Background: an optimization exercise with open tools, aiming at small area. Do not read the settings as production practice. In this exercise RTL edits were held to simulation tests only and were not proved equivalent to the original. Power and IR drop assume default switching activity.

P:
// cu_codec
module cu_codec (
    input  wire        clk,
    input  wire        rst_n,
    input  wire        req_valid,
    output wire        req_ready,
    input  wire [7:0]  req_op,
    input  wire [31:0] req_a,
    input  wire [31:0] req_v,
    input  wire [31:0] req_r,
    input  wire        close,
    output wire        rsp_valid,
    output wire [2:0]  rsp_code,
    output wire [2:0]  rsp_kind,
    output wire [31:0] rsp_fuel,
    output wire [3:0]  rsp_start,
    output wire [3:0]  rsp_mode,
    output wire [7:0]  rsp_pit,
    output wire [3:0]  rsp_display,
    output wire [4:0]  rsp_tm_addr,
    output wire [31:0] rsp_tm_stamp,
    output wire [3:0]  rsp_tm_sector,
    output wire [31:0] rsp_version,
    output wire [15:0] rsp_raw_len,
    output wire [63:0] rsp_raw_head,
    output reg  [15:0] discards,
    output wire        tx_valid,
    input  wire        tx_ready,
    output wire [7:0]  tx_data,
    output wire        tx_last,
    input  wire [1:0]  tx_status,
    input  wire        rx_valid,
    output wire        rx_ready,
    input  wire [7:0]  rx_data,
    input  wire        rx_last,
    input  wire        rx_timeout,
    input  wire        rx_ioerr,
    output reg         diag_valid,
    output wire [7:0]  diag_byte
);
    reg  [3:0]  st;
    wire s_resp  = st[3];
    wire s_idle  = ~st[3] & ~st[1] & ~st[0];
    wire s_send  = ~st[3] & ~st[1] &  st[0];
    wire s_await = ~st[3] &  st[1] & ~st[0];
    wire s_dec   = ~st[3] &  st[1] &  st[0];
    wire drop    = st[2];
    reg         closed;
    reg  [4:0]  op;                  
    reg  [15:0] cnt;                 
    reg  [3:0]  sum;                 
    reg         f3a;                 
    reg         chk;                 
    reg  [2:0]  ph;                  
    reg  [7:0]  p [0:6];             
    wire [3:0] vlo = discards[3:0];
    wire [3:0] vhi = discards[7:4];
  ...
For scale: roughly 780 cells after synthesis, ~370 I/O pins, about 6500 µm² of cells after synthesis.
Settings: LEC_CHECK=0, CAP_MARGIN=20, CORE_MARGIN=2, CORE_UTILIZATION=55, PLACE_DENSITY=0.65, SLEW_MARGIN=20; clock period 12.0 ns.
standard.sh (not shown) runs the stock make flow with config.mk's settings and CLKGATE_MAP_FILE= SYNTH_SCRIPT=/design/flow/synth_recipe.tcl, a recipe that flattens the netlist after the stock synthesis.
==> flow/flow/run.sh <==
#!/bin/bash
# The standard layout (standard.sh) with three changes:
#  - synthesis maps with an area-oriented ABC script (abc_area_map.script)
#    instead of ORFS's delay-oriented one; registers are untouched;
#  - each port gets the smallest buffer (buf_1) instead of the resizer's pick;
#  - CTS uses clkbuf_8 and inserts no dummy loads.
set -euo pipefail
here=$(pwd)
rm -rf "$here/scripts_local"
cp -r "$FLOW_HOME/scripts" "$here/scripts_local"
cp "$here/flow/abc_area_map.script" "$here/scripts_local/abc_speed.script"
export SCRIPTS_DIR="$here/scripts_local"
export BUFFER_PORTS_ARGS="-buffer_cell sky130_fd_sc_hd__buf_1"
export CTS_ARGS="-sink_clustering_enable -repair_clock_nets -dont_use_dummy_load -buf_list sky130_fd_sc_hd__clkbuf_8"
bash standard.sh > "$here/flow.log" 2>&1
==> flow/flow/abc_area_map.script <==
strash
dch -f
amap
buffer -c
Modified inputs, Q compared to P
-- flow/design.v --
<<< P, line 223
    end
    wire        d_load = s_idle && req_valid;
    wire        d_clr  = !rst_n || (tx_take && tx_last && !is_lap2) || (d_load && !q_send);
    wire [15:0] d_par  = {1'b0, req_a[2:0], req_r[3:0], req_v[7:0]};
    wire [16:0] d_t;
    assign d_t[0] = disc_ev && !(&discards);
>>> Q, line 223
    end
    wire        d_load = s_idle && req_valid;
    wire        d_clr  = !rst_n || (tx_take && tx_last && !is_lap2);
    wire [15:0] d_par  = {1'b0, req_a[2:0], req_r[3:0], req_v[7:0]} & {16{q_send}};
    wire [16:0] d_t;
    assign d_t[0] = disc_ev && !(&discards);
==> notes.md <==
- Relative to P, the post-synthesis instance area of Q is higher by 2.9%.
- Relative to P, depth of the critical timing path with buffers and inverters included has decreased by 2 in Q.
- Going from P to Q, wire length of the first global-routing pass grew by a few percent.
- Q finished every step from synthesis to the final layout, and the layout passed the timing, design-rule and antenna checks.
- On worst vdd rail ir drop: between P and Q, it ends up lower for Q.
- [Q] relative area of non-clock buffer cells in the final design fell 0.61 points relative to P
- [Q vs P] final routed wire length divided by cell count: higher in Q
- Part of the total power dissipated in the clock network: Q vs P down 0.7 points
- Taking P as the reference, in Q total global routing track utilization shows an increase of 0.79 points, power drawn by the sequential cells flat, summed area of non-filler cells in the final layout went up by 190 µm².

## port drivers added, routing unchanged
The flow's constraints put no driver on any port. The routed layouts listed below were extracted and timed again, unchanged, in two steps.
Step 1 assumes that a clkbuf_16 drives the clock port and a buf_2 every other input.
Step 2 also shifts input and output timing later by t, the mid clock arrival at the registers, as if the neighbouring blocks saw the same clock.
Slacks: ideal / step 1 / step 2; pairs: ideal / step 1.
run	t (ns)	slack for setup (ns)	latest minus earliest clock arrival (ns)
P	0.401	5.207 / 5.172 / 5.096	0.021 / 0.021
Q	0.418	4.970 / 4.930 / 5.102	0.028 / 0.028
After both steps every run listed still meets setup and hold. For P, which loses most, drivers alone change the setup slack by -0.035 ns; drivers and shift together by -0.111 ns.
